This is an optimization exercise on Yosys and OpenROAD, whose aim is a short achievable clock period and few clock cycles, not a production implementation. The RTL was checked by simulation tests, not by an equivalence proof against the original design. The clock port is modelled as an ideal driver; clocking choices that lean on that would not hold on a real chip. No activity file was given, so power comes from the tool's default toggle rates.

==> flow/design.v <==
module pxd_engine (
    input  wire        clk,
    input  wire        rst,
    input  wire        start,
    input  wire [71:0] cft,         
    input  wire [15:0] plen,        
    output wire        idle,
    output reg         done,
    output reg  [1:0]  err,         
    output reg  [16:0] out_len,
    input  wire        in_valid,
    input  wire [7:0]  in_data,
    output reg         in_ready,
    output reg         mem_we,
    output reg  [15:0] mem_waddr,
    output reg  [7:0]  mem_wdata,
    output reg         mem_re,
    output wire [15:0] mem_raddr,
    input  wire [7:0]  mem_rdata
);
    localparam E_OK    = 2'd0;
    localparam E_UNDER = 2'd1;
    localparam E_TRUNC = 2'd2;
    localparam E_RANGE = 2'd3;
    localparam K_LIT = 2'd0;    
    localparam K_MEM = 2'd1;    
    localparam K_H0  = 2'd2;    
    localparam K_H1  = 2'd3;    
    localparam P_CMD = 2'd0;
    localparam P_OP  = 2'd1;
    localparam P_SQ2 = 2'd2;
    localparam QD = 12;         
    reg        idle_r;          
    reg        run;             
    reg        nrdy;            
    assign idle = idle_r;
    reg [15:0] coh [0:8];       
    reg [8:0]  lut [0:15];      
    integer v, i;
    reg       f_hit;
    reg [3:0] f_idx;
    always @(posedge clk) begin
        if (!run)
            for (i = 0; i < 9; i = i + 1)
                coh[i] <= (cft[8*i+4 +: 4] == 4'd0) ? (16'd1 << cft[8*i +: 4]) : 16'd0;
        for (v = 0; v < 16; v = v + 1) begin
            f_hit = 1'b0;
            f_idx = 4'd0;
            for (i = 8; i >= 0; i = i - 1)
                if (coh[i][v]) begin
                    f_hit = 1'b1;
                    f_idx = i[3:0];
                end
            lut[v][8] <= f_hit;
            lut[v][7] <= f_hit && (f_idx == 4'd1 || f_idx == 4'd6);
            lut[v][6] <= f_hit && (f_idx == 4'd2 || f_idx == 4'd5);
            lut[v][5] <= f_hit && (f_idx == 4'd1 || f_idx == 4'd7);
            lut[v][4] <= f_hit && (f_idx == 4'd3 || f_idx == 4'd5);
            lut[v][3] <= f_hit && (f_idx == 4'd1 || f_idx == 4'd8);
            lut[v][2] <= f_hit && (f_idx == 4'd4 || f_idx == 4'd5);
            lut[v][1] <= f_hit && (f_idx == 4'd1 || f_idx >= 4'd6);
            lut[v][0] <= f_hit && (f_idx >= 4'd2 && f_idx <= 4'd5);
        end
    end
    reg [1:0]  pst;
    reg [7:0]  cmd;             
    reg [2:0]  opn;             
    reg [3:0]  sq_hi;
    reg [3:0]  sq_lo;
    reg [16:0] olen;            
    reg        fe_end;          
    reg        fe_err;          
    reg [1:0]  fe_code;
    reg        c_v;
    reg [7:0]  c_q;
    reg [15:0] rem;             
    reg        rem_z;           
    reg        rem_1;           
    wire       take = in_valid & ~nrdy;
    reg        b_v;
    reg        b_last;
    reg [7:0]  b_q;
    reg [15:0] b_oh;            
    reg [8:0] lrow;
    integer   u;
    always @(*) begin
        lrow = 9'd0;
        for (u = 0; u < 16; u = u + 1)
            lrow = lrow | (lut[u] & {9{b_oh[u]}});
    end
    wire [3:0] bl   = b_q[3:0];
    wire [3:0] blp  = bl + 4'd1;
    wire [3:0] blm  = bl - 4'd1;
    wire [3:0] n1   = lrow[7] ? blp : lrow[6] ? blm : bl;
    wire [3:0] n2   = lrow[5] ? blp : lrow[4] ? blm : bl;
    wire [3:0] n3   = lrow[3] ? blp : lrow[2] ? blm : bl;
    wire       pbad = (lrow[1] && bl == 4'd15) || (lrow[0] && bl == 4'd0);
    wire [3:0]  hi_s   = c_v ? c_q[7:4] : sq_hi;
    wire [3:0]  lo_s   = c_v ? c_q[3:0] : sq_lo;
    wire [11:0] sx     = {lo_s, b_q};                   
    wire [12:0] s12    = {1'b0, olen[11:0]} + {1'b0, sx};
    wire [3:0]  ohm1   = olen[15:12] - 4'd1;
    wire [4:0]  slen_s = {1'b0, hi_s} + 5'd3;
    reg        c_last;
    reg        c_under;         
    reg [15:0] c_src;           
    reg [1:0]  c_sk;            
    reg [4:0]  c_slen;          
    reg [16:0] c_solen;         
    reg        c_hit;
    reg        c_bad;
    reg [15:0] c_pat;
    wire        go     = c_v && !fe_err && !fe_end;
    reg         n_push;
    reg  [1:0]  n_kind;
    reg  [4:0]  n_len;
    reg  [15:0] n_data;
    reg  [1:0]  n_add;          
    reg         n_err;
    reg  [1:0]  n_code;
    reg         n_end;
    reg         n_opdone;
    reg  [1:0]  n_pst;
    always @(*) begin
        n_push   = 1'b0;
        n_kind   = K_LIT;
        n_len    = 5'd1;
        n_data   = {c_q, c_q};
        n_add    = 2'd0;
        n_err    = 1'b0;
        n_code   = E_OK;
        n_end    = 1'b0;
        n_opdone = 1'b0;
        n_pst    = pst;
        case (pst)
            P_CMD: begin
                n_pst = P_OP;
                n_end = c_last;
            end
            P_OP: begin
                if (cmd[7]) begin
                    n_push   = 1'b1;
                    n_add    = 2'd1;
                    n_opdone = 1'b1;
                    n_end    = c_last;
                end else if (c_hit) begin
                    n_len    = 5'd2;
                    n_data   = c_pat;
                    n_add    = 2'd2;
                    if (c_bad) begin
                        n_err  = 1'b1;
                        n_code = E_RANGE;
                    end else begin
                        n_push   = 1'b1;
                        n_opdone = 1'b1;
                        n_end    = c_last;
                    end
                end else begin
                    if (c_last) begin
                        n_err  = 1'b1;
                        n_code = E_TRUNC;
                    end else begin
                        n_pst = P_SQ2;
                    end
                end
            end
            default: begin
                n_len  = c_slen;
                n_data = c_src;
                n_kind = c_sk;
                if (c_under) begin
                    n_err  = 1'b1;
                    n_code = E_UNDER;
                end else begin
                    n_push   = 1'b1;
                    n_opdone = 1'b1;
                    n_end    = c_last;
                    n_pst    = P_OP;
                end
            end
        endcase
        if (n_opdone && opn == 3'd7)
            n_pst = P_CMD;
    end
    wire push_n = go && n_push;
    reg        s_v;
    reg [1:0]  s_kind;
    reg [4:0]  s_len;
    reg [15:0] s_data;
    reg [QD-1:0] qv;            
    reg [1:0]    qk [0:QD-1];
    reg [4:0]    ql [0:QD-1];
    reg [15:0]   qd [0:QD-1];
    reg          q0_last;       
    reg [15:0]   raddr;         
    wire push = s_v;
    wire pop  = qv[0] && q0_last;
    assign mem_raddr = raddr;
    wire        q0_nv  = pop ? qv[1] : qv[0];           
    wire [1:0]  qk0_nx = q0_nv ? (pop ? qk[1] : qk[0]) : s_kind;
    wire [15:0] qd0_nx = pop ? (qv[1] ? qd[1] : s_data) :
                         !qv[0] ? s_data :
                         (qk[0] == K_MEM) ? qd[0] + 16'd1 : {qd[0][7:0], 8'd0};
    reg        w_v;
    reg [1:0]  w_k;
    reg [7:0]  w_lit;
    reg [7:0]  h0, h1;
    reg [15:0] wptr;
    wire [7:0] wbyte = (w_k == K_MEM) ? mem_rdata :
                       (w_k == K_H0)  ? h0 :
                       (w_k == K_H1)  ? h1 : w_lit;
    wire done_n = fe_err || (fe_end && !qv[0] && !s_v);
    wire rdy_n  = !(take ? rem_1 : rem_z) && !qv[QD-5] && !fe_err;
    integer k;
    always @(posedge clk) begin
        if (!run) begin
            rem   <= plen;
            rem_z <= (plen == 16'd0);
            rem_1 <= (plen == 16'd1);
        end else if (take) begin
            rem   <= rem - 16'd1;
            rem_z <= rem_1;
            rem_1 <= (rem == 16'd2);
        end
        b_q    <= in_data;
        b_oh   <= 16'd1 << in_data[7:4];
        b_last <= rem_1;
        c_q    <= b_q;
        c_last <= b_last;
        c_hit  <= lrow[8];
        c_bad  <= pbad;
        c_pat  <= {bl, n1, n2, n3};
        c_under <= !s12[12] && (olen[16:12] == 5'd0);
        c_src   <= {s12[12] ? olen[15:12] : ohm1, s12[11:0]};
        c_sk    <= (sx == 12'hFFF) ? K_H0 : (sx == 12'hFFE) ? K_H1 : K_MEM;
        c_slen  <= slen_s;
        c_solen <= olen + {12'd0, slen_s};
        if (!run) begin
            pst    <= P_CMD;
            opn    <= 3'd0;
            olen   <= 17'd0;
            fe_code <= E_OK;
        end else if (go) begin
            pst <= n_pst;
            if (pst == P_CMD) begin
                cmd <= c_q;
                opn <= 3'd0;
            end else if (pst == P_OP) begin
                sq_hi <= c_q[7:4];
                sq_lo <= c_q[3:0];
            end
            if (n_opdone) begin
                cmd <= {cmd[6:0], 1'b0};
                opn <= opn + 3'd1;
            end
            if (pst == P_SQ2)
                olen <= c_solen;
            else
                olen <= olen + {15'd0, n_add};
            if (n_err)
                fe_code <= n_code;
        end
        s_kind <= n_kind;
        s_len  <= n_len;
        s_data <= n_data;
        qd[0] <= qd0_nx;
        raddr <= rst ? 16'd0 : qd0_nx;
        for (k = 0; k < QD; k = k + 1) begin
            if (pop) begin
                if (k + 1 < QD && qv[k + 1]) begin
                    qk[k] <= qk[k + 1];
                    ql[k] <= ql[k + 1];
                    if (k > 0) qd[k] <= qd[k + 1];
                end else begin
                    qk[k] <= s_kind;
                    ql[k] <= s_len;
                    if (k > 0) qd[k] <= s_data;
                end
            end else if (!qv[k]) begin
                qk[k] <= s_kind;
                ql[k] <= s_len;
                if (k > 0) qd[k] <= s_data;
            end else if (k == 0) begin
                ql[0] <= ql[0] - 5'd1;
            end
        end
        if (pop)
            q0_last <= qv[1] ? (ql[1] == 5'd1) : (s_len == 5'd1);
        else if (!qv[0])
            q0_last <= (s_len == 5'd1);
        else
            q0_last <= (ql[0] == 5'd2);
        w_k   <= qk[0];
        w_lit <= qd[0][15:8];
        if (w_v) begin
            h0 <= wbyte;
            h1 <= h0;
        end
        mem_wdata <= wbyte;
        mem_waddr <= wptr;
        if (!run)
            wptr <= 16'd0;
        else if (w_v)
            wptr <= wptr + 16'd1;
        out_len <= olen;
        err     <= fe_code;
        if (!run || done_n) begin
            b_v    <= 1'b0;
            c_v    <= 1'b0;
            s_v    <= 1'b0;
            fe_err <= 1'b0;
            fe_end <= !run && start && (plen == 16'd0);
            qv     <= {QD{1'b0}};
        end else begin
            b_v    <= take;
            c_v    <= b_v;
            s_v    <= push_n;
            if (go && n_err)
                fe_err <= 1'b1;
            if (go && n_end && !n_err)
                fe_end <= 1'b1;
            if (pop && !push)
                qv <= {1'b0, qv[QD-1:1]};
            else if (push && !pop)
                qv <= {qv[QD-2:0], 1'b1};
        end
        idle_r   <= rst || (run ? done_n : !start);
        run      <= !rst && (run ? !done_n : start);
        done     <= !rst && run && done_n;
        in_ready <= !rst && (run ? (!done_n && rdy_n) : (start && plen != 16'd0));
        nrdy     <= rst || (run ? (done_n || !rdy_n) : !(start && plen != 16'd0));
        mem_we   <= !rst && run && w_v;
        w_v      <= !rst && run && !done_n && qv[0];
        mem_re   <= !rst && run && !done_n && (qk0_nx == K_MEM) && (q0_nv || push);
    end
endmodule
==> flow/run.sh <==
#!/bin/bash
# synth_recipe.tcl (not shown) runs the flow's synth.tcl, then flattens the netlist and writes it again
# the make line also repeats each setting of config.mk as NAME=value (left out here)
make -C /OpenROAD-flow-scripts/flow DESIGN_CONFIG=/design/flow/config.mk WORK_HOME=/design/flow/orfs CLKGATE_MAP_FILE= SYNTH_SCRIPT=/design/flow/synth_recipe.tcl finish
==> flow/config.mk <==
export PLATFORM = sky130hd
export DESIGN_NAME = pxd_engine
export DESIGN_NICKNAME = pxd_engine
export VERILOG_FILES = /design/flow/design.v
export SDC_FILE = /design/flow/constraint.sdc
export NUM_CORES = 4
export LEC_CHECK = 0
export ABC_CLOCK_PERIOD_IN_PS = 2000
export CAP_MARGIN = 20
export CORE_MARGIN = 2
export CORE_UTILIZATION = 55
export SETUP_SLACK_MARGIN = 5
export SLEW_MARGIN = 20
==> flow/constraint.sdc <==
create_clock -name core_clock -period 7.0 [get_ports {clk}]
set_input_delay 1.4000 -clock core_clock [delete_from_list [all_inputs] [get_ports {clk}]]
set_output_delay 1.4000 -clock core_clock [all_outputs]
set_load 0.01 [all_outputs]
==> run summary, run 1 <==
Area Overhead vs Synth -> 22.3%
Worst EP required -> 5600 ps
drt drc -> 0
fmax -> 405 MHz
synth warn -> 7
most common cell after layout, fill and taps aside -> dfxtp_1
number of synthesized register bits -> 861
cell chain of the critical path -> buf_6
CTS Buf Count -> 85
layout cell share with drive strength beyond 1 -> 0.194
DRT Pass-1 Iters -> 5
Vias -> 25600
Root Driver -> clkbuf_16
Hold Path Stages -> 0
first-pass GRT wire length -> 138000 um
clock-pin slew on the worst setup and hold paths -> 60 ps
mean post-synth cell area -> 10.0 um^2
delay-heaviest family, CP -> flip-flops
worst-case clock buffer depth -> 3
status -> no timing/DRC/antenna violations
most frequent cells in the layout -> dfxtp_1 (604), nor2_1 (463), o22ai_1 (256)
# nets final -> 3578
post-synthesis cell count -> 3266
DRT iter0 DRCs -> 1843
final setup TNS -> 0 ps
largest net degree at the start of global routing -> 100
diode count -> 0
Die Height -> 248 um
# setup viols final -> 0
fin crit share -> 0.353
initial antenna violation count -> 0
H-tree Lvls -> 3
footprint of the multi-input gates -> 0.0141 mm^2
Post-Route WL -> 91300 um
CTS sink cnt -> 861
Max-Cap Viols -> 0
WP buf/inv -> 1
filler cell count -> 4470
Tot GR Track Use -> 0.291
Finished Layout Cells -> 4273
CP startpoint kind -> register
Yosys cell types -> 70
Pleak -> 0.0155 uW
gr ovfl total -> 0
FP Rows -> 89
Port Buffers -> 171
vias in the first global route -> 24600
I/O Pins -> 172
register area share after synthesis -> 0.587
HP Class -> reg -> reg
CTS tree -> yes
peak supply drop -> 0.264 mV
worst-path fanout max -> 1
Slowest-stage cell, CP -> dfxtp_2
Register-to-Register Path Depth -> 12
gpl congestion -> 0.944
Placed Cells -> 4044
die width -> 248 um
critical path's largest stage delay -> 320 ps
Placeable Area -> 0.0589 mm^2
Slew Limit Fails -> 0
Post-Syn Area -> 0.0327 mm^2
CP arrival -> 1070 ps
Seq. cell area -> 0.0193 mm^2
critical path capture point type -> output pin
Tmin final -> 2470 ps
Starting Density -> 0.555
Clock Skew -> 22.7 ps
clock latency (worst-skew pair) -> 630 ps
Final ANT Viol Nets -> 0
full die area -> 0.0614 mm^2
worst rel slew slack -> 0.410
EDFF count, synth -> 196
P per Cell Area -> 277 mW/mm^2
fraction of registers with async set/reset -> 0
CP Class -> reg -> out
vias per std cell -> 5.99
Worst Tran Pin Value -> 877 ps
ys flop type -> dfxtp_1
Syn Nets -> 3414
Final HPWL DP -> 65800 um
drt wl/cell -> 21.4 um
total stage count of the critical path -> 1
final hold violation count -> 0
unrepaired setup endpoints after global routing -> true
[cell families after synthesis]
kind of cell,after synthesis,share of synthesized area
buf+inv,283,0.0334
mux,60,0.0223
simple gates,1112,0.157
fa+ha+maj,40,0.0160
flops,861,0.587
compound gates,828,0.162
xor+xnor,82,0.0220
[sequential cells by signal (all words and copies together), names as in the netlist, 17 cells and up]
name	flops
coh	144
qd	192
olen	17
ql	60
c_solen	17
lut	144
qk	24
out_len	17
[area by class of cell]
type,instances,area share
flip-flops and latches,861,0.483
multi-input cells,2123,0.353
clock buffers,129,0.0632
repair buffers,256,0.0583
well taps,773,0.0242
inverters,102,0.0104
clock inverters,28,0.00816
repair inverters,1,0.0000938
[report_power, final]
part / switching (uW) / internal [uW]
combinational: 441 / 312
clock: 1900 / 2720
sequential: 278 / 5410
total: 2620 / 8440
[timing repair]
action	4_1_cts	5_1_grt
gates resized for setup	651	235
hold buffers	0	0
cloned	2	0
buffers inserted	47	23
pin swaps	64	81
endpoints found under the setup margin	708	412
[synthesized netlist by cell type, types with 50 or more instances]
| cell type | instances | area (um^2) |
|---|---|---|
| nand3_1 | 50 | 250 |
| clkbuf_1 | 159 | 597 |
| a21oi_1 | 147 | 736 |
| inv_1 | 94 | 353 |
| edfxtp_1 | 196 | 5890 |
| nor2_1 | 528 | 1980 |
| dfxtp_1 | 665 | 13300 |
| xnor2_1 | 54 | 473 |
| o22ai_1 | 258 | 1610 |
| a31oi_1 | 149 | 932 |
| nor3_1 | 97 | 485 |
| nand2_1 | 179 | 672 |
[final timing paths]
| path | startpoint | to | slack [ps] |
|---|---|---|---|
| worst max-delay path | out_len[16]$_DFF_P_ | out_len[16] | 4530 |
| worst min-delay path | b_last$_DFF_P_ | c_last$_DFF_P_ | 330 |
| worst max register to register | c_v$_SDFF_PP0_ | c_solen[16]$_DFF_P_ | 4590 |
| worst min register to register | b_last$_DFF_P_ | c_last$_DFF_P_ | 330 |
[per-layer routing]
layer / track usage / up-vias / part of all wire
met5: 0 / - / 0
met1: 0.367 / 12300 / 0.41
li1: - / 12300 / -
met4: 0.109 / 0 / 0.038
met2: 0.507 / 807 / 0.50
met3: 0.0424 / 203 / 0.054
[metrics by stage]
step	total power (uW)	instance area (um^2)	setup slack (ps)	hold WS (ps)	utilization
floorplan	6100	33200	4450	310	-
global placement	6470	35200	3830	321	0.598
detailed placement	6490	35200	3730	315	0.598
CTS	11100	39000	4490	335	0.662
global route	11400	40000	4460	353	0.679
finish	11100	40000	4530	334	0.679
Testbench counts, summed over its fixed seeds: cycles 151,315.
==> run 2, diff against run 1 <==
--- a/flow/design.v
+++ b/flow/design.v
@@ -35,4 +35,5 @@
     reg        nrdy;            
     assign idle = idle_r;
+    reg [71:0] cft_r;
     reg [15:0] coh [0:8];       
     reg [8:0]  lut [0:15];      
@@ -42,6 +43,7 @@
     always @(posedge clk) begin
         if (!run)
-            for (i = 0; i < 9; i = i + 1)
-                coh[i] <= (cft[8*i+4 +: 4] == 4'd0) ? (16'd1 << cft[8*i +: 4]) : 16'd0;
+            cft_r <= cft;
+        for (i = 0; i < 9; i = i + 1)
+            coh[i] <= (cft_r[8*i+4 +: 4] == 4'd0) ? (16'd1 << cft_r[8*i +: 4]) : 16'd0;
         for (v = 0; v < 16; v = v + 1) begin
             f_hit = 1'b0;
@@ -66,5 +68,6 @@
     reg [7:0]  cmd;             
     reg [2:0]  opn;             
-    reg [3:0]  sq_hi;
+    reg [4:0]  sq_h3;           
+    reg [4:0]  c_h3;            
     reg [3:0]  sq_lo;
     reg [16:0] olen;            
@@ -78,4 +81,6 @@
     reg        rem_1;           
     wire       take = in_valid & ~nrdy;
+    wire [11:0] rhi_m1 = rem[15:4] - 12'd1;
+    wire [15:0] rem_m1 = {(rem[3:0] == 4'd0) ? rhi_m1 : rem[15:4], rem[3:0] - 4'd1};
     reg        b_v;
     reg        b_last;
@@ -96,10 +101,11 @@
     wire [3:0] n3   = lrow[3] ? blp : lrow[2] ? blm : bl;
     wire       pbad = (lrow[1] && bl == 4'd15) || (lrow[0] && bl == 4'd0);
-    wire [3:0]  hi_s   = c_v ? c_q[7:4] : sq_hi;
     wire [3:0]  lo_s   = c_v ? c_q[3:0] : sq_lo;
     wire [11:0] sx     = {lo_s, b_q};                   
     wire [12:0] s12    = {1'b0, olen[11:0]} + {1'b0, sx};
     wire [3:0]  ohm1   = olen[15:12] - 4'd1;
-    wire [4:0]  slen_s = {1'b0, hi_s} + 5'd3;
+    wire [4:0]  slen_s = c_v ? c_h3 : sq_h3;
+    wire [11:0] ohi_p1 = olen[16:5] + 12'd1;
+    wire [5:0]  slo    = {1'b0, olen[4:0]} + {1'b0, slen_s};
     reg        c_last;
     reg        c_under;         
@@ -184,4 +190,5 @@
     end
     wire push_n = go && n_push;
+    wire [5:0] alo = {1'b0, olen[4:0]} + {4'd0, n_add};
     reg        s_v;
     reg [1:0]  s_kind;
@@ -219,5 +226,5 @@
             rem_1 <= (plen == 16'd1);
         end else if (take) begin
-            rem   <= rem - 16'd1;
+            rem   <= rem_m1;
             rem_z <= rem_1;
             rem_1 <= (rem == 16'd2);
@@ -235,5 +242,6 @@
         c_sk    <= (sx == 12'hFFF) ? K_H0 : (sx == 12'hFFE) ? K_H1 : K_MEM;
         c_slen  <= slen_s;
-        c_solen <= olen + {12'd0, slen_s};
+        c_solen <= {slo[5] ? ohi_p1 : olen[16:5], slo[4:0]};
+        c_h3    <= {1'b0, b_q[7:4]} + 5'd3;
         if (!run) begin
             pst    <= P_CMD;
@@ -247,5 +255,5 @@
                 opn <= 3'd0;
             end else if (pst == P_OP) begin
-                sq_hi <= c_q[7:4];
+                sq_h3 <= c_h3;
                 sq_lo <= c_q[3:0];
             end
@@ -257,5 +265,5 @@
                 olen <= c_solen;
             else
-                olen <= olen + {15'd0, n_add};
+                olen <= {alo[5] ? ohi_p1 : olen[16:5], alo[4:0]};
             if (n_err)
                 fe_code <= n_code;
==> flow/flow/run.sh (new file) <==
#!/bin/bash
set -e
export POST_CTS_TCL="$(pwd)/flow/rmroot.tcl"
bash standard.sh > standard.log 2>&1
==> flow/flow/rmroot.tcl (new file) <==
set rr_block [ord::get_db_block]
set rr_clknet [[$rr_block findBTerm clk] getNet]
set rr_its [$rr_clknet getITerms]
puts "rmroot: clock net [$rr_clknet getName] feeds [llength $rr_its] cell pins"
if {[llength $rr_its] == 1} {
  set rr_root [[lindex $rr_its 0] getInst]
  set rr_master [[$rr_root getMaster] getName]
  set rr_onet [[$rr_root findITerm X] getNet]
  set rr_loads {}
  foreach rr_it [$rr_onet getITerms] {
    if {[$rr_it getInst] != $rr_root} { lappend rr_loads $rr_it }
  }
  puts "rmroot: root [$rr_root getName] ($rr_master) drives [llength $rr_loads] pins"
  if {[string match "sky130_fd_sc_hd__clkbuf_*" $rr_master] && [llength $rr_loads] <= 4 && [llength [$rr_onet getBTerms]] == 0} {
    foreach rr_it $rr_loads {
      $rr_it disconnect
      $rr_it connect $rr_clknet
    }
    [$rr_root findITerm A] disconnect
    odb::dbInst_destroy $rr_root
    odb::dbNet_destroy $rr_onet
    puts "rmroot: root buffer removed; the clock port now feeds [llength [$rr_clknet getITerms]] pins"
  } else {
    puts "rmroot: root buffer kept"
  }
}
estimate_parasitics -placement
report_clock_latency
==> flow/standard.sh (new file) <==
#!/bin/bash
# synth_recipe.tcl (not shown) runs the flow's synth.tcl, then flattens the netlist and writes it again
# the make line also repeats each setting of config.mk as NAME=value (left out here)
make -C /OpenROAD-flow-scripts/flow DESIGN_CONFIG=/design/flow/config.mk WORK_HOME=/design/flow/orfs CLKGATE_MAP_FILE= SYNTH_SCRIPT=/design/flow/synth_recipe.tcl "${@:-finish}"
--- a/flow/config.mk
+++ b/flow/config.mk
@@ -10,4 +10,6 @@
 export CORE_MARGIN = 2
 export CORE_UTILIZATION = 55
+export CTS_CLUSTER_DIAMETER = 60
+export CTS_CLUSTER_SIZE = 30
 export SETUP_SLACK_MARGIN = 5
 export SLEW_MARGIN = 20
removed: flow/run.sh
==> run 2 against run 1 <==
Against the previous run: still clean on timing, DRC and antenna; register-to-register slack gained 98 ps; first-iteration DRC count shrank 0.22%; total power shrank 13%; clock-buffer cell count shrank 74; largest cell class unchanged.
==> run summary, run 2 <==
Tot GR Track Use -> 0.272
ys flop type -> dfxtp_1
Sequential Power Share -> 0.599
Int Pwr -> 7330 uW
CTS tree -> yes
Slowest-stage cell, CP -> dfxtp_2
gr ovfl total -> 0
Biggest register -> qd
dpl ws -> 3500 ps
CP Class -> reg -> out
Synth top cells by count -> dfxtp_1 (814), nor2_1 (563), o22ai_1 (261)
initial antenna violation count -> 4
final hold violation count -> 0
WP buf/inv -> 1
Tmin final -> 2310 ps
Starting Density -> 0.554
Die Height -> 250 um
P per Cell Area -> 247 mW/mm^2
largest net degree at the start of global routing -> 72
combinational fraction of design power -> 0.040
fraction of registers with async set/reset -> 0
Post-Route WL -> 87500 um
peak supply drop -> 0.298 mV
worst rel slew slack -> 0.284
Largest regs -> qd (192), coh (144), lut (144)
Vias -> 25200
Net Sw Frac -> 0.240
top-count cell post-synth -> dfxtp_1
Pleak -> 0.0149 uW
EDFF count, synth -> 125
unrepaired setup endpoints after global routing -> true
top-area cell type share of the netlist area -> 0.488
full die area -> 0.0627 mm^2
Port Buffers -> 171
mean post-synth cell area -> 10.1 um^2
CP startpoint kind -> register
clock power share -> 0.362
Synth area leaders -> dfxtp_1 (49%), edfxtp_1 (11%), nor2_1 (6.3%)
Max-Cap Viols -> 0
DRT iter0 DRCs -> 1839
I/O Pins -> 172
final setup TNS -> 0 ps
Psw -> 2310 uW
# setup viols final -> 0
Post-Route Utilization -> 0.648
fmax -> 433 MHz
HP Class -> reg -> reg
status -> no timing/DRC/antenna violations
worst-path fanout max -> 1
Final HPWL DP -> 63800 um
register area share after synthesis -> 0.600
gpl congestion -> 0.978
layout cell share with drive strength beyond 1 -> 0.138
most frequent cells in the layout -> dfxtp_1 (759), nor2_1 (553), o22ai_1 (260)
clock-pin slew on the worst setup and hold paths -> 100 ps
Post-Syn Area -> 0.0334 mm^2
Worst EP required -> 5600 ps
post-synthesis cell count -> 3323
most common cell after layout, fill and taps aside -> dfxtp_1
critical path's largest stage delay -> 370 ps
Placement Cell Area -> 0.0358 mm^2
delay-heaviest family, CP -> flip-flops
vias in the first global route -> 24700
cell chain of the critical path -> buf_6
critical path capture point type -> output pin
first-pass GRT wire length -> 135000 um
number of synthesized register bits -> 939
vias per std cell -> 5.88
clock latency (worst-skew pair) -> 440 ps
max FFs per register -> 192
Setup WS post-layout -> 4690 ps
Yosys cell types -> 67
Area Overhead vs Synth -> 16.9%
Placeable Area -> 0.0602 mm^2
synth warn -> 7
reg2reg setup slack -> 4690 ps
Slew Limit Fails -> 0
leading area contributor after synthesis -> dfxtp_1
Worst Tran Pin Value -> 1060 ps
Clock Skew -> 34.5 ps
CTS sink cnt -> 939
fin crit share -> 0.330
CP arrival -> 910 ps
Final ANT Viol Nets -> 0
Syn Nets -> 3475
FP Rows -> 90
DRT Pass-1 Iters -> 6
post-route cell area -> 0.0390 mm^2
drt drc -> 0
drt wl/cell -> 20.4 um
# nets final -> 3614
die width -> 250 um
-- run 2: power groups by stage --
| stage | combinational (uW) | clock [uW] | sequential, uW |
|---|---|---|---|
| after floorplan | 224 | 0 | 5840 |
| after global routing | 422 | 3750 | 5790 |
| after detailed placement | 368 | 0 | 5890 |
| final | 382 | 3490 | 5770 |
| after global placement | 357 | 0 | 5890 |
-- run 2: logic make-up after synthesis --
| group | synth area share |
|---|---|
| compound gates | 0.154 |
| xor+xnor | 0.0199 |
| fa+ha+maj | 0.0172 |
| buf+inv | 0.0293 |
| flops | 0.600 |
| mux | 0.0233 |
| simple gates | 0.156 |
-- run 2: worst paths after layout --
kind | start | end | depth (start not counted)
setup reg to reg | cmd[7]$_DFFE_PP_ | olen[7]$_SDFFE_PN0P_ | 12
hold / removal | b_last$_DFF_P_ | c_last$_DFF_P_ | 0
setup / recovery | mem_re$_DFF_P_ | mem_re | 1
hold reg to reg | b_last$_DFF_P_ | c_last$_DFF_P_ | 0
-- run 2: per-stage QoR --
stage	hold WS [ps]	std cells	total power (uW)
global placement	315	4131	6240
finish	333	4285	9640
floorplan	310	3323	6070
detailed placement	320	4131	6260
global route	352	4284	9970
-- run 2: layout make-up --
cell class,instances,area [um^2]
flip-flops and latches,939,20100
repair buffers,244,2320
fillers,4718,21200
multi-input cells,2131,13300
clock inverters,37,541
well taps,782,978
clock buffers,55,1310
diodes,1,2.50
inverters,95,379
repair inverters,1,5.00
-- run 2: metal layers --
layer,GRT usage,vias to the layer above,wire length (um),share of wire
li1,-,12200,-,-
met1,0.337,12200,35900,0.41
met2,0.498,675,44600,0.51
met3,0.0238,152,3890,0.044
met4,0.0931,0,3090,0.035
met5,0,-,0,0
Testbench counts of run 2, summed over its fixed seeds: cycles 151,315.
==> run 3, diff against run 2 <==
--- a/flow/design.v
+++ b/flow/design.v
@@ -190,4 +190,6 @@
     end
     wire push_n = go && n_push;
+    wire cmd_ld = run && go && (pst == P_CMD);         
+    wire cmd_sh = run && go && n_opdone;               
     wire [5:0] alo = {1'b0, olen[4:0]} + {4'd0, n_add};
     reg        s_v;
@@ -252,5 +254,4 @@
             pst <= n_pst;
             if (pst == P_CMD) begin
-                cmd <= c_q;
                 opn <= 3'd0;
             end else if (pst == P_OP) begin
@@ -259,5 +260,4 @@
             end
             if (n_opdone) begin
-                cmd <= {cmd[6:0], 1'b0};
                 opn <= opn + 3'd1;
             end
@@ -269,4 +269,6 @@
                 fe_code <= n_code;
         end
+        cmd <= ({8{cmd_ld}} & c_q) | ({8{cmd_sh}} & {cmd[6:0], 1'b0}) |
+               ({8{!cmd_ld && !cmd_sh}} & cmd);
         s_kind <= n_kind;
         s_len  <= n_len;
==> run 3 against run 2 <==
Against the previous run: still clean; global-route usage hardly changed; first-iteration DRC count is 0.22% lower; non-clock buffer count is 18 lower; total power is 2.0% lower; final cell count is 0.63% lower; final area is 1.4% lower; clock power is 5% lower; clock-buffer cell count is 4 lower; register-to-register slack better by 160 ps; wire length is 0.27% lower; maximum frequency is 0.41% higher; largest power group unchanged.
==> run summary, run 3 <==
gr ovfl total -> 0
combinational fraction of design power -> 0.039
vias in the first global route -> 24300
Pleak -> 0.0149 uW
Slew Limit Fails -> 0
top-count cell post-synth -> dfxtp_1
top-area cell type share of the netlist area -> 0.494
Syn Nets -> 3477
mean post-synth cell area -> 10.0 um^2
WP buf/inv -> 1
final setup TNS -> 0 ps
initial antenna violation count -> 0
Synth area leaders -> dfxtp_1 (49%), edfxtp_1 (11%), nor2_1 (6.8%)
Starting Density -> 0.554
P per Cell Area -> 245 mW/mm^2
Biggest register -> qd
synth warn -> 7
peak supply drop -> 0.219 mV
I/O Pins -> 172
max FFs per register -> 192
Setup WS post-layout -> 4700 ps
CP Class -> reg -> out
Net Sw Frac -> 0.237
Worst Tran Pin Value -> 1020 ps
Final ANT Viol Nets -> 0
unrepaired setup endpoints after global routing -> true
final hold violation count -> 0
register area share after synthesis -> 0.599
HP Class -> reg -> reg
most common cell after layout, fill and taps aside -> dfxtp_1
largest net degree at the start of global routing -> 67
drt drc -> 0
Tmin final -> 2300 ps
diode count -> 0
DRT Pass-1 Iters -> 5
gpl congestion -> 0.937
Slowest-stage cell, CP -> dfxtp_2
cell chain of the critical path -> buf_6
Max-Cap Viols -> 0
drt wl/cell -> 20.5 um
first-pass GRT wire length -> 135000 um
Placement Cell Area -> 0.0356 mm^2
Psw -> 2240 uW
delay-heaviest family, CP -> flip-flops
Die Height -> 250 um
critical path capture point type -> output pin
Yosys cell types -> 74
FP Rows -> 90
vias per std cell -> 5.89
clock latency (worst-skew pair) -> 440 ps
Area Overhead vs Synth -> 15.5%
DRT iter0 DRCs -> 1835
critical path's largest stage delay -> 370 ps
leading area contributor after synthesis -> dfxtp_1
worst rel slew slack -> 0.314
full die area -> 0.0626 mm^2
Largest regs -> qd (192), coh (144), lut (144)
Synth top cells by count -> dfxtp_1 (822), nor2_1 (601), o22ai_1 (261)
Finished Layout Cells -> 4258
filler cell count -> 4854
ys flop type -> dfxtp_1
Port Buffers -> 171
fmax -> 434 MHz
dpl ws -> 3680 ps
Placed Cells -> 4131
Worst EP required -> 5600 ps
Tot GR Track Use -> 0.272
Post-Route WL -> 87300 um
post-synthesis cell count -> 3325
# setup viols final -> 0
Vias -> 25100
EDFF count, synth -> 117
Sequential Power Share -> 0.611
die width -> 250 um
fraction of registers with async set/reset -> 0
worst-path fanout max -> 1
CP arrival -> 900 ps
CP startpoint kind -> register
status -> no timing/DRC/antenna violations
# nets final -> 3592
Int Pwr -> 7200 uW
clock power share -> 0.350
fin crit share -> 0.329
Post-Syn Area -> 0.0333 mm^2
number of synthesized register bits -> 939
layout cell share with drive strength beyond 1 -> 0.134
Placeable Area -> 0.0601 mm^2
most frequent cells in the layout -> dfxtp_1 (748), nor2_1 (597), o22ai_1 (260)
Final HPWL DP -> 64000 um
CTS tree -> yes
post-route cell area -> 0.0385 mm^2
clock-pin slew on the worst setup and hold paths -> 110 ps
CTS sink cnt -> 939
Clock Skew -> 30.5 ps
## run 3: cell families after synthesis
group	count (synthesis)	synth area share
buffers and inverters	269	0.0319
and+or+nand+nor	1149	0.158
AOI/OAI and AO/OA	793	0.154
xor gates and xnor gates	75	0.0197
muxes	56	0.0207
adders and majority gates	44	0.0172
DFF	939	0.599
## run 3: worst paths after layout
path	startpoint	end	slack, ps	depth (start not counted)
worst min-delay path	b_last$_DFF_P_	c_last$_DFF_P_	350	0
worst max-delay path	raddr[12]$_SDFF_PP0_	mem_raddr[12]	4700	1
worst min register to register	b_last$_DFF_P_	c_last$_DFF_P_	350	0
worst max register to register	olen[8]$_SDFFE_PN0P_	olen[16]$_SDFFE_PN0P_	4850	6
## run 3: per-stage QoR
| stage | power, uW | util | hold slack [ps] |
|---|---|---|---|
| 6_report | 9450 | 0.640 | 353 |
| 5_1_grt | 9780 | 0.640 | 359 |
| 3_3_place_gp | 6240 | 0.592 | 315 |
| 2_1_floorplan | 6060 | - | 310 |
| 3_5_place_dp | 6250 | 0.592 | 321 |
## run 3: power by group through the flow
| stage | clock network (uW) | logic (uW) | registers, uW |
|---|---|---|---|
| final | 3310 | 373 | 5770 |
| after floorplan | 0 | 224 | 5840 |
| after global routing | 3580 | 411 | 5790 |
| after global placement | 0 | 355 | 5880 |
| after detailed placement | 0 | 364 | 5890 |
## run 3: layout make-up
type / count / area [um^2] / area share
sequential: 939 / 20100 / 0.522
multi-input combinational: 2121 / 13200 / 0.343
timing repair buffer: 226 / 2130 / 0.0554
clock buffer: 51 / 1210 / 0.0315
tap: 782 / 978 / 0.0254
clock inverter: 35 / 459 / 0.0119
inverter: 103 / 407 / 0.0106
timing repair inverter: 1 / 5.00 / 0.000130
## run 3: layer usage
layer | GRT usage | wire length, um
met3 | 0.0229 | 3800
met5 | 0 | 0
met2 | 0.490 | 44100
met4 | 0.103 | 3340
met1 | 0.341 | 36000
Testbench counts of run 3, summed over its fixed seeds: cycles 151,315.
==> run 4, diff against run 3 <==
--- a/flow/config.mk
+++ b/flow/config.mk
@@ -10,5 +10,5 @@
 export CORE_MARGIN = 2
 export CORE_UTILIZATION = 55
-export CTS_CLUSTER_DIAMETER = 60
+export CTS_CLUSTER_DIAMETER = 120
 export CTS_CLUSTER_SIZE = 30
 export SETUP_SLACK_MARGIN = 5
==> run 4 against run 3 <==
Against the previous run: register-to-register slack barely moved; flip-flop and latch count did not move; largest cell class unchanged; clock power is 24% lower; clock skew fell by 3.8 ps; still clean; die area stayed put; first-iteration DRC count is 4.2% lower; utilization is 1.1 points lower.
==> run summary, run 4 <==
# setup viols final -> 0
worst rel slew slack -> 0.269
Largest regs -> qd (192), coh (144), lut (144)
synth warn -> 7
ys flop type -> dfxtp_1
P per Cell Area -> 230 mW/mm^2
unrepaired setup endpoints after global routing -> true
leading area contributor after synthesis -> dfxtp_1
Placeable Area -> 0.0601 mm^2
most frequent cells in the layout -> dfxtp_1 (750), nor2_1 (596), o22ai_1 (260)
CP startpoint -> mem_re$_DFF_P_
diode count -> 0
top-count cell post-synth -> dfxtp_1
final setup TNS -> 0 ps
reg2reg setup slack -> 4860 ps
max FFs per register -> 192
I/O Pins -> 172
fraction of registers with async set/reset -> 0
Starting Density -> 0.554
gr ovfl total -> 0
Slowest-stage cell, CP -> dfxtp_2
drt wl/cell -> 20.6 um
fin crit share -> 0.324
Pleak -> 0.0146 uW
Vias -> 25000
critical path capture point type -> output pin
DRT Pass-1 Iters -> 5
DRT iter0 DRCs -> 1758
clock latency (worst-skew pair) -> 400 ps
CTS sink cnt -> 939
filler cell count -> 4941
Worst Tran Pin Value -> 1090 ps
EDFF count, synth -> 117
initial antenna violation count -> 0
Yosys cell types -> 74
most common cell after layout, fill and taps aside -> dfxtp_1
vias in the first global route -> 24400
final hold violation count -> 0
Clock Skew -> 26.8 ps
Post-Syn Area -> 0.0333 mm^2
CP startpoint kind -> register
FP Rows -> 90
HP Class -> reg -> reg
footprint of the multi-input gates -> 0.0132 mm^2
delay-heaviest family, CP -> flip-flops
largest net degree at the start of global routing -> 67
Syn Nets -> 3477
Crit Reg-Reg Endpoint -> olen[16]$_SDFFE_PN0P_
peak supply drop -> 0.248 mV
total stage count of the critical path -> 1
# nets final -> 3586
Synth area leaders -> dfxtp_1 (49%), edfxtp_1 (11%), nor2_1 (6.8%)
Die Height -> 250 um
fmax -> 441 MHz
Port Buffers -> 171
Slew Limit Fails -> 0
Max-Cap Viols -> 0
Seq. cell area -> 0.0201 mm^2
mean post-synth cell area -> 10.0 um^2
Post-Route WL -> 87200 um
Worst EP required -> 5600 ps
Post-Route Utilization -> 0.629
Register-to-Register Path Depth -> 11
first-pass GRT wire length -> 134000 um
Synth top cells by count -> dfxtp_1 (822), nor2_1 (601), o22ai_1 (261)
clock-pin slew on the worst setup and hold paths -> 120 ps
cell chain of the critical path -> buf_6
gpl congestion -> 0.937
Area Overhead vs Synth -> 13.4%
WP buf/inv -> 1
critical path's largest stage delay -> 370 ps
layout cell share with drive strength beyond 1 -> 0.123
CP Class -> reg -> out
post-synthesis cell count -> 3325
Pwr Total -> 8680 uW
reg2reg start -> pst[0]$_SDFFE_PN0P_
status -> no timing/DRC/antenna violations
CTS tree -> yes
die width -> 250 um
worst-path fanout max -> 1
Biggest register -> qd
drt drc -> 0
register area share after synthesis -> 0.599
Tmin final -> 2270 ps
full die area -> 0.0626 mm^2
Tot GR Track Use -> 0.271
CP endpoint -> mem_re
Final ANT Viol Nets -> 0
CP arrival -> 870 ps
number of synthesized register bits -> 939
vias per std cell -> 5.90
Final HPWL DP -> 64000 um
top-area cell type share of the netlist area -> 0.494
==> run 4: how the worst min path moves through the flow <==
stage	start	slack, ps	endpoint	cells after the start
finish	b_last$_DFF_P_	350	c_last$_DFF_P_	0
global route	b_last$_DFF_P_	350	c_last$_DFF_P_	0
global placement	b_last$_DFF_P_	310	c_last$_DFF_P_	0
detailed placement	b_last$_DFF_P_	320	c_last$_DFF_P_	0
floorplan	b_last$_DFF_P_	310	c_last$_DFF_P_	0
==> run 4: kinds of logic (layout without fill, tap and decap cells) <==
kind of cell	count (synthesis)	in the layout	synth area share
flops	939	939	0.599
buf+inv	269	388	0.0319
fa+ha+maj	44	44	0.0172
mux	56	56	0.0207
xor+xnor	75	75	0.0197
simple gates	1149	1151	0.158
compound gates	793	796	0.154
==> run 4: layout make-up <==
type	count	share of cell area
well taps	782	0.0259
repair buffers	231	0.0563
multi-input cells	2122	0.349
flip-flops and latches	939	0.532
repair inverters	1	0.000132
inverters	103	0.0107
clock inverters	1	0.000794
clock buffers	52	0.0254
==> run 4: per-layer routing <==
layer	routed length (um)	vias up	GRT usage
met5	0	-	0
met4	3430	0	0.109
met3	3500	132	0.0220
met2	44200	637	0.486
met1	36100	12100	0.338
li1	-	12100	-
==> run 4: report_power, final <==
group | switching, uW | internal, uW
sequential | 138 | 5630
clock | 1550 | 982
combinational | 201 | 174
total | 1890 | 6790
==> run 4: per-stage QoR <==
stage               hold WS [ps]  std cells  area [um^2]  worst slack (ps)
floorplan                    310       3325        33500              4670
global placement             315       4131        35600              3860
detailed placement           321       4131        35600              3680
global route                 352       4231        37800              4700
finish                       346       4231        37800              4730
==> run 5, diff against run 4 <==
--- a/flow/config.mk
+++ b/flow/config.mk
@@ -10,5 +10,5 @@
 export CORE_MARGIN = 2
 export CORE_UTILIZATION = 55
-export CTS_CLUSTER_DIAMETER = 120
+export CTS_CLUSTER_DIAMETER = 100
 export CTS_CLUSTER_SIZE = 30
 export SETUP_SLACK_MARGIN = 5
==> run 5 against run 4 <==
Against the previous run: first-iteration DRC count is 7.5% higher; clock power barely moved; wire length barely moved; critical path type unchanged; critical endpoint unchanged.
==> run summary, run 5 <==
status -> no timing/DRC/antenna violations
critical path's largest stage delay -> 360 ps
Tmin final -> 2260 ps
layout cell share with drive strength beyond 1 -> 0.126
Synth area leaders -> dfxtp_1 (49%), edfxtp_1 (11%), nor2_1 (6.8%)
Tot GR Track Use -> 0.272
Placement Cell Area -> 0.0356 mm^2
max FFs per register -> 192
combinational fraction of design power -> 0.043
P per Cell Area -> 230 mW/mm^2
DRT iter0 DRCs -> 1890
register area share after synthesis -> 0.599
delay-heaviest family, CP -> flip-flops
Hold Path Sink -> c_last$_DFF_P_
CTS tree -> yes
Slew Limit Fails -> 0
Largest regs -> qd (192), coh (144), lut (144)
Max-Cap Viols -> 0
Hold Path Stages -> 0
Post-Syn Area -> 0.0333 mm^2
clock-pin slew on the worst setup and hold paths -> 100 ps
final hold violation count -> 0
vias per std cell -> 5.90
fmax -> 442 MHz
hold_sp -> b_last$_DFF_P_
worst rel slew slack -> 0.286
Int Pwr -> 6820 uW
HP Class -> reg -> reg
diode count -> 0
Synth top cells by count -> dfxtp_1 (822), nor2_1 (601), o22ai_1 (261)
ys flop type -> dfxtp_1
die width -> 250 um
filler cell count -> 4926
number of synthesized register bits -> 939
CP arrival -> 860 ps
Net Sw Frac -> 0.217
synth warn -> 7
cell chain of the critical path -> buf_6
Sequential Power Share -> 0.663
Placed Cells -> 4131
Area Overhead vs Synth -> 13.7%
Die Height -> 250 um
Crit Reg-Reg Endpoint -> olen[16]$_SDFFE_PN0P_
first-pass GRT wire length -> 135000 um
Psw -> 1890 uW
Finished Layout Cells -> 4232
Placeable Area -> 0.0601 mm^2
Final ANT Viol Nets -> 0
post-synthesis cell count -> 3325
clock power share -> 0.294
footprint of the multi-input gates -> 0.0132 mm^2
final setup TNS -> 0 ps
reg2reg setup slack -> 4840 ps
clock latency (worst-skew pair) -> 410 ps
I/O Pins -> 172
Biggest register -> qd
Final HPWL DP -> 64000 um
top-count cell post-synth -> dfxtp_1
gpl congestion -> 0.937
Syn Nets -> 3477
post-route cell area -> 0.0379 mm^2
Register-to-Register Path Depth -> 6
peak supply drop -> 0.254 mV
leading area contributor after synthesis -> dfxtp_1
Yosys cell types -> 74
Vias -> 25000
Port Buffers -> 171
CP startpoint kind -> register
critical path capture point type -> output pin
Starting Density -> 0.554
CTS sink cnt -> 939
Seq. cell area -> 0.0201 mm^2
EDFF count, synth -> 117
drt wl/cell -> 20.6 um
Worst EP required -> 5600 ps
# setup viols final -> 0
DRT Pass-1 Iters -> 6
most frequent cells in the layout -> dfxtp_1 (750), nor2_1 (596), o22ai_1 (260)
Post-Route WL -> 87200 um
largest net degree at the start of global routing -> 67
gr ovfl total -> 0
full die area -> 0.0626 mm^2
# nets final -> 3585
Slowest-stage cell, CP -> dfxtp_2
reg2reg start -> olen[10]$_SDFFE_PN0P_
mean post-synth cell area -> 10.0 um^2
fin crit share -> 0.323
drt drc -> 0
CP Class -> reg -> out
Worst Tran Pin Value -> 1060 ps
worst-path fanout max -> 1
most common cell after layout, fill and taps aside -> dfxtp_1
initial antenna violation count -> 0
vias in the first global route -> 24400
top-area cell type share of the netlist area -> 0.494
fraction of registers with async set/reset -> 0
unrepaired setup endpoints after global routing -> true
Pleak -> 0.0146 uW
FP Rows -> 90
WP buf/inv -> 1
Clock Skew -> 22.2 ps
-- run 5: cell counts after synthesis --
No cell type changed its count.
-- run 5: cells by family (layout without fill, tap and decap cells) --
kind of cell / Yosys count / after routing / synth area share
buf+inv: 269 / 390 / 0.0319
fa+ha+maj: 44 / 44 / 0.0172
flops: 939 / 939 / 0.599
mux: 56 / 56 / 0.0207
compound gates: 793 / 796 / 0.154
simple gates: 1149 / 1150 / 0.158
xor+xnor: 75 / 75 / 0.0197
-- run 5: cell type report --
class	count	area share
Timing Repair inverter	1	0.000132
Inverter	103	0.0108
Clock buffer	52	0.0259
Timing Repair Buffer	231	0.0570
Multi-Input combinational cell	2121	0.349
Clock inverter	3	0.000925
Sequential cell	939	0.531
Tap cell	782	0.0258
-- run 5: power groups by stage --
stage	combinational, uW	clock, uW	sequential [uW]
floorplan	224	0	5840
global placement	355	0	5880
detailed placement	364	0	5890
global route	409	2800	5790
finish	371	2560	5770
-- run 5: how the worst max path moves through the flow --
stage	from	to	slack (ps)	cells past startpoint
floorplan	plen[7]	in_ready$_DFF_P_	4670	6
global placement	q0_last$_DFF_P_	qd[7][2]$_DFF_P_	3860	6
detailed placement	q0_last$_DFF_P_	ql[7][0]$_DFF_P_	3680	6
global route	raddr[12]$_SDFF_PP0_	mem_raddr[12]	4700	1
finish	mem_re$_DFF_P_	mem_re	4740	1
-- run 5: per-layer routing --
metal,share of wire,vias to the layer above,global-route usage
met5,0,-,0
met4,0.036,0,0.100
met3,0.039,144,0.0231
met2,0.51,650,0.488
met1,0.42,12100,0.341
li1,-,12100,-
-- run 5: stage by stage --
| stage | util | worst slack, ps | power, uW | hold WS, ps |
|---|---|---|---|---|
| 3_3_place_gp | 0.592 | 3860 | 6240 | 315 |
| 6_report | 0.630 | 4740 | 8710 | 344 |
| 3_5_place_dp | 0.592 | 3680 | 6250 | 321 |
| 5_1_grt | 0.630 | 4700 | 9000 | 354 |
| 2_1_floorplan | - | 4670 | 6060 | 310 |
==> run 6, diff against run 5 <==
--- a/flow/config.mk
+++ b/flow/config.mk
@@ -9,5 +9,5 @@
 export CAP_MARGIN = 20
 export CORE_MARGIN = 2
-export CORE_UTILIZATION = 55
+export CORE_UTILIZATION = 65
 export CTS_CLUSTER_DIAMETER = 100
 export CTS_CLUSTER_SIZE = 30
==> run 6 against run 5 <==
Against the previous run: still clean on timing, DRC and antenna; non-clock buffer count is 1 higher; synthesized cell count unchanged; maximum frequency fell by 0.52%; register-to-register slack gained 20 ps; clock-buffer cell count decreased by 1; clock skew grew 6.2 ps; area after synthesis is the same; sequential power about the same; setup slack got worse by 12 ps; highest routed layer unchanged.
==> run summary, run 6 <==
Clock Skew -> 28.4 ps
CP endpoint -> idle
number of synthesized register bits -> 939
reg2reg setup slack -> 4860 ps
Tmin final -> 2270 ps
# setup viols final -> 0
DRT Pass-1 Iters -> 9
DRT iter0 DRCs -> 2407
Worst Tran Pin Value -> 1130 ps
unrepaired setup endpoints after global routing -> true
vias per std cell -> 6.20
Synth top cells by count -> dfxtp_1 (822), nor2_1 (601), o22ai_1 (261)
ys flop type -> dfxtp_1
fmax -> 440 MHz
Yosys cell types -> 74
vias in the first global route -> 24900
WP buf/inv -> 1
gr ovfl total -> 0
Register-to-Register Path Depth -> 12
fraction of registers with async set/reset -> 0
worst rel slew slack -> 0.242
die width -> 230 um
filler cell count -> 3436
Die Height -> 230 um
Net Sw Frac -> 0.217
final hold violation count -> 0
drt wl/cell -> 21.2 um
cell chain of the critical path -> buf_6
post-synthesis cell count -> 3325
Largest regs -> qd (192), coh (144), lut (144)
max FFs per register -> 192
clock latency (worst-skew pair) -> 400 ps
Psw -> 1880 uW
critical path's largest stage delay -> 370 ps
initial antenna violation count -> 3
worst-path fanout max -> 1
largest net degree at the start of global routing -> 79
gpl congestion -> 0.974
Area Overhead vs Synth -> 12.9%
Slowest-stage cell, CP -> dfxtp_2
FP Rows -> 82
top-count cell post-synth -> dfxtp_1
total stage count of the critical path -> 1
top-area cell type share of the netlist area -> 0.494
worst hold margin -> 347 ps
Synth area leaders -> dfxtp_1 (49%), edfxtp_1 (11%), nor2_1 (6.8%)
leading area contributor after synthesis -> dfxtp_1
CTS tree -> yes
CTS sink cnt -> 939
drt drc -> 0
synth warn -> 7
clock-pin slew on the worst setup and hold paths -> 110 ps
Crit Reg-Reg Endpoint -> olen[13]$_SDFFE_PN0P_
Final ANT Viol Nets -> 0
Pwr Total -> 8660 uW
combinational fraction of design power -> 0.043
Pleak -> 0.0146 uW
most frequent cells in the layout -> dfxtp_1 (753), nor2_1 (595), o22ai_1 (260)
Post-Syn Area -> 0.0333 mm^2
I/O Pins -> 172
# nets final -> 3587
CP startpoint kind -> register
Starting Density -> 0.662
most common cell after layout, fill and taps aside -> dfxtp_1
register area share after synthesis -> 0.599
layout cell share with drive strength beyond 1 -> 0.123
HP Class -> reg -> reg
Tot GR Track Use -> 0.320
Final HPWL DP -> 63300 um
CP arrival -> 870 ps
Syn Nets -> 3477
Sequential Power Share -> 0.667
status -> no timing/DRC/antenna violations
Placeable Area -> 0.0504 mm^2
Port Buffers -> 171
reg2reg start -> pst[0]$_SDFFE_PN0P_
clock power share -> 0.291
CP Class -> reg -> out
Post-Route WL -> 87200 um
Max-Cap Viols -> 0
final setup TNS -> 0 ps
Worst EP required -> 5600 ps
full die area -> 0.0531 mm^2
EDFF count, synth -> 117
delay-heaviest family, CP -> flip-flops
mean post-synth cell area -> 10.0 um^2
Int Pwr -> 6780 uW
peak supply drop -> 0.212 mV
critical path capture point type -> output pin
P per Cell Area -> 230 mW/mm^2
fin crit share -> 0.325
Slew Limit Fails -> 0
first-pass GRT wire length -> 134000 um
CP startpoint -> idle_r$_DFF_P_
Biggest register -> qd
Vias -> 25600
-- run 6: cell counts after synthesis --
No cell type changed its count.
-- run 6: worst register-to-register path: cells and delay by family (launching register included) --
kind / cells / cell delay (ps)
buffers and inverters: 2 / 220
AO/OA/AOI/OAI: 4 / 490
flip-flops: 1 / 360
adder cells (fa/ha/maj): 1 / 260
AND/OR/NAND/NOR: 5 / 730
-- run 6: stage by stage --
| stage | cell area (um^2) | setup slack [ps] | instances | util |
|---|---|---|---|---|
| floorplan | 33500 | 4670 | 3325 | - |
| global placement | 35400 | 3840 | 4018 | 0.704 |
| detailed placement | 35400 | 3630 | 4018 | 0.704 |
| global route | 37600 | 4710 | 4124 | 0.747 |
| finish | 37600 | 4730 | 4124 | 0.747 |
-- run 6: logic make-up after synthesis --
group | share of synthesized area
DFF | 0.599
and+or+nand+nor | 0.158
adders and majority gates | 0.0172
buffers and inverters | 0.0319
AOI/OAI and AO/OA | 0.154
xor gates and xnor gates | 0.0197
muxes | 0.0207
-- run 6: power by group through the flow --
stage	clock, uW	combinational (uW)	sequential [uW]
5_1_grt	2730	406	5790
2_1_floorplan	0	224	5840
3_5_place_dp	0	363	5890
3_3_place_gp	0	348	5880
6_report	2520	370	5770
-- run 6: cell type report --
type / instances / area, um^2 / share of cell area
inverter: 103 / 400 / 0.0106
clock buffer: 51 / 957 / 0.0254
timing repair buffer: 232 / 2110 / 0.0561
sequential: 939 / 20100 / 0.534
clock inverter: 1 / 30.0 / 0.000798
multi-input combinational: 2122 / 13200 / 0.351
tap: 672 / 841 / 0.0223
antenna: 3 / 7.51 / 0.000199
timing repair inverter: 1 / 5.00 / 0.000133
-- run 6: worst min-delay path by stage --
stage | startpoint | endpoint | slack, ps | depth (start not counted)
after global routing | b_last$_DFF_P_ | c_last$_DFF_P_ | 360 | 0
after detailed placement | b_last$_DFF_P_ | c_last$_DFF_P_ | 320 | 0
final | b_last$_DFF_P_ | c_last$_DFF_P_ | 350 | 0
after floorplan | b_last$_DFF_P_ | c_last$_DFF_P_ | 310 | 0
after global placement | b_last$_DFF_P_ | c_last$_DFF_P_ | 310 | 0
-- run 6: layer usage --
layer | wire length (um) | vias up | track usage
li1 | - | 12100 | -
met1 | 33700 | 12200 | 0.388
met2 | 44200 | 1037 | 0.579
met3 | 5240 | 229 | 0.0341
met4 | 4070 | 0 | 0.131
met5 | 0 | - | 0

port drivers added, routing unchanged:
The flow's constraints put no driver on any port. The routed layouts listed below were extracted and timed again, unchanged, in two steps. Step 1, drivers: a clkbuf_16 drives clk and a buf_2 each remaining input, both assumed. Step 2 adds t to the input delays and takes it off the output delays; t is the mean of the earliest and latest rising clock arrival at the registers after step 1. Input paths then give back, and output paths get back, about the clock's delay inside the block. a / b / c = ideal / step 1 / step 2; a / b = the first two.
| run | shift t [ns] | setup slack, ns | worst hold slack (ns) | latest minus earliest clock arrival (ns) | worst slew at a driven data input, ns |
|---|---|---|---|---|---|
| run 1 | 0.689 | 4.531 / 4.466 / 4.245 | 0.334 / 0.334 / 0.334 | 0.024 / 0.023 | 0.07 |
| run 2 | 0.550 | 4.688 / 4.566 / 4.405 | 0.333 / 0.333 / 0.333 | 0.037 / 0.037 | 0.08 |
| run 3 | 0.555 | 4.698 / 4.569 / 4.417 | 0.353 / 0.353 / 0.353 | 0.034 / 0.034 | 0.07 |
| run 4 | 0.516 | 4.734 / 4.610 / 4.446 | 0.346 / 0.346 / 0.346 | 0.029 / 0.029 | 0.07 |
| run 5 | 0.524 | 4.737 / 4.612 / 4.435 | 0.344 / 0.344 / 0.344 | 0.024 / 0.023 | 0.07 |
| run 6 | 0.516 | 4.725 / 4.601 / 4.372 | 0.347 / 0.347 / 0.347 | 0.032 / 0.033 | 0.09 |
After both steps setup and hold are still met in every run listed. For run 6, which loses most, drivers alone change the setup slack by -0.124 ns; drivers and shift together by -0.353 ns.
